This design comes from an exercise in tuning for small area on the open sky130 flow, not from production work. The RTL was checked by simulation tests, not by an equivalence proof against the original design. Power and IR drop assume default switching activity.

==> try-pepper: inputs <==
// marlin_codec
module marlin_codec (
    input  wire        clk,
    input  wire        rst,
    input  wire        rx_valid,
    input  wire [7:0]  rx_byte,
    output wire        rx_result,
    output reg  [3:0]  rx_status,
    output wire [1:0]  msg_kind,
    output wire [15:0] msg_addr,
    output wire [7:0]  msg_bytelen,
    input  wire [7:0]  msg_idx,
    output wire [15:0] msg_word,
    input  wire        tx_req_valid,
    output wire        tx_req_ready,
    input  wire [1:0]  tx_cmd,
    input  wire [15:0] tx_addr,
    input  wire [1:0]  tx_ptype,
    input  wire [31:0] tx_data,
    input  wire        tx_wide,
    input  wire        tx_signed,
    input  wire [8:0]  tx_text_len,
    output wire [7:0]  txt_idx,
    input  wire [7:0]  txt_byte,
    output wire        tx_out_valid,
    input  wire        tx_out_ready,
    output reg  [7:0]  tx_out_byte,
    output reg  [1:0]  tx_status
);
clock: 20.0 ns
lec_check: 0
cap_margin: 10
core_margin: 2
core_utilization: 56
place_density: 0.68
slew_margin: 10
synth_hierarchical: 1
standard.sh (not shown) runs the stock make flow with config.mk's settings and CLKGATE_MAP_FILE= SYNTH_SCRIPT=/design/flow/synth_recipe.tcl, a recipe that flattens the netlist after the stock synthesis.
==> flow/flow/run.sh <==
#!/bin/bash
# Standard ORFS layout with small port buffers and a clock tree without dummy loads.
set -euo pipefail
export BUFFER_PORTS_ARGS="-buffer_cell sky130_fd_sc_hd__buf_1"
export REMOVE_ABC_BUFFERS=1
export CTS_ARGS="-sink_clustering_enable -repair_clock_nets -dont_use_dummy_load -buf_list sky130_fd_sc_hd__clkbuf_16 -sink_clustering_size 30 -sink_clustering_max_diameter 80"
bash standard.sh > standard.log 2>&1
==> try-onyx: changes against try-pepper <==
--- a/flow/design.v
+++ b/flow/design.v
@@ -79,20 +79,19 @@
                (!rx_k[6] && bl <= {1'b0, fit_lim});
     wire is_ack = (rx_k == K_OFF5) && (rx_b4 == OK0) && (rx_byte == OK1);
     wire [5:0] widx = is_rvar ? {k_inc[0], k_inc[5:1]} : k_inc[5:0];
     wire       wen  = rx_valid && !rx_k[6];
     wire       len_wen = rx_valid && (rx_k == K_OFF2);
     wire [7:0] len_q   = store[0];
     wire [6:0] kend    = len_q[6:0] - 7'd4;     
-    wire [63:0] wr, keep;
-    marlin_wdec u_wdec (.a(widx), .en(wen), .en0(len_wen), .wr(wr), .keep(keep));
     integer m;
     always @(posedge clk) begin
         for (m = 0; m < 64; m = m + 1)
-            store[m] <= (store[m] & {8{keep[m]}}) | (rx_byte & {8{wr[m]}});
+            if ((wen && widx == m) || (len_wen && m == 0))
+                store[m] <= rx_byte;
         if (rx_valid) begin
             if (rx_k == K_OFF3) rx_cls  <= cls_in;
             if (rx_k == 7'd126) rx_b4   <= rx_byte;
             if (rx_k == K_OFF5) rx_b5   <= rx_byte;
         end
     end
     always @(posedge clk) begin
@@ -304,18 +303,7 @@
 endmodule
 module marlin_aoi222 (
     input  wire a0, s0, a1, s1, a2, s2,
     output wire y
 );
     assign y = ~((a0 & s0) | (a1 & s1) | (a2 & s2));
 endmodule
-module marlin_wdec (
-    input  wire [5:0]  a,
-    input  wire        en,
-    input  wire        en0,
-    output reg  [63:0] wr,
-    output wire [63:0] keep
-);
-    integer i;
-    always @* for (i = 0; i < 64; i = i + 1) wr[i] = (en && (a == i)) || (en0 && i == 0);
-    assign keep = ~wr;
-endmodule
==> flow/flow/run.sh (replaced) <==
#!/bin/bash
# Standard ORFS layout with small port buffers and a clock tree without dummy loads.
set -euo pipefail
export BUFFER_PORTS_ARGS="-buffer_cell sky130_fd_sc_hd__buf_1"
export CTS_ARGS="-sink_clustering_enable -repair_clock_nets -dont_use_dummy_load -buf_list sky130_fd_sc_hd__clkbuf_16 -sink_clustering_size 30 -sink_clustering_max_diameter 80"
bash standard.sh > standard.log 2>&1
CORE_UTILIZATION = 62   (was 56)
PLACE_DENSITY = 0.75   (was 0.68)
==> summary.txt <==
- Of try-onyx and try-pepper, try-onyx has the higher utilization (gap 7.5 points).
- Die area: try-onyx is lower than try-pepper (about 11%).
- Against try-pepper, the worst setup slack of try-onyx is higher by 71 ps.
- In try-onyx the combinational power is smaller than in try-pepper, by 46%.
- Against try-onyx, the count of clock-buffer cells in the layout of try-pepper is higher by 1.
- In try-pepper the routed wire length is larger than in try-onyx, by 31%.
- In try-pepper the non-clock buffer count is higher than in try-onyx, by 15.
- In flip-flop and latch count, try-onyx and try-pepper do not differ.
- In try-onyx the clock power is lower than in try-pepper, by 4.2%.

[separate check: timing with driven ports]
The flow's constraints put no driver on any port. The routed layouts listed below were extracted and timed again, unchanged, in two steps. Step 1 sets driving cells, clkbuf_16 on the clock port and buf_2 on the other inputs (assumed; they add their load-dependent delay and slew). Step 2 also shifts input and output timing later by t, the mid clock arrival at the registers, as if the neighbouring blocks saw the same clock. Three values: no drivers, after step 1, after step 2; two values: the first two.
| run | t, ns | setup WS [ns] | latest minus earliest clock arrival (ns) |
|---|---|---|---|
| try-pepper | 0.663 | 7.414 / 7.377 / 7.377 | 0.080 / 0.080 |
| try-onyx | 0.641 | 7.484 / 7.396 / 7.396 | 0.089 / 0.089 |
After both steps setup and hold are still met in every run listed. The setup slack of try-onyx, which loses most, moves by -0.088 ns with the drivers and by -0.088 ns with both steps.
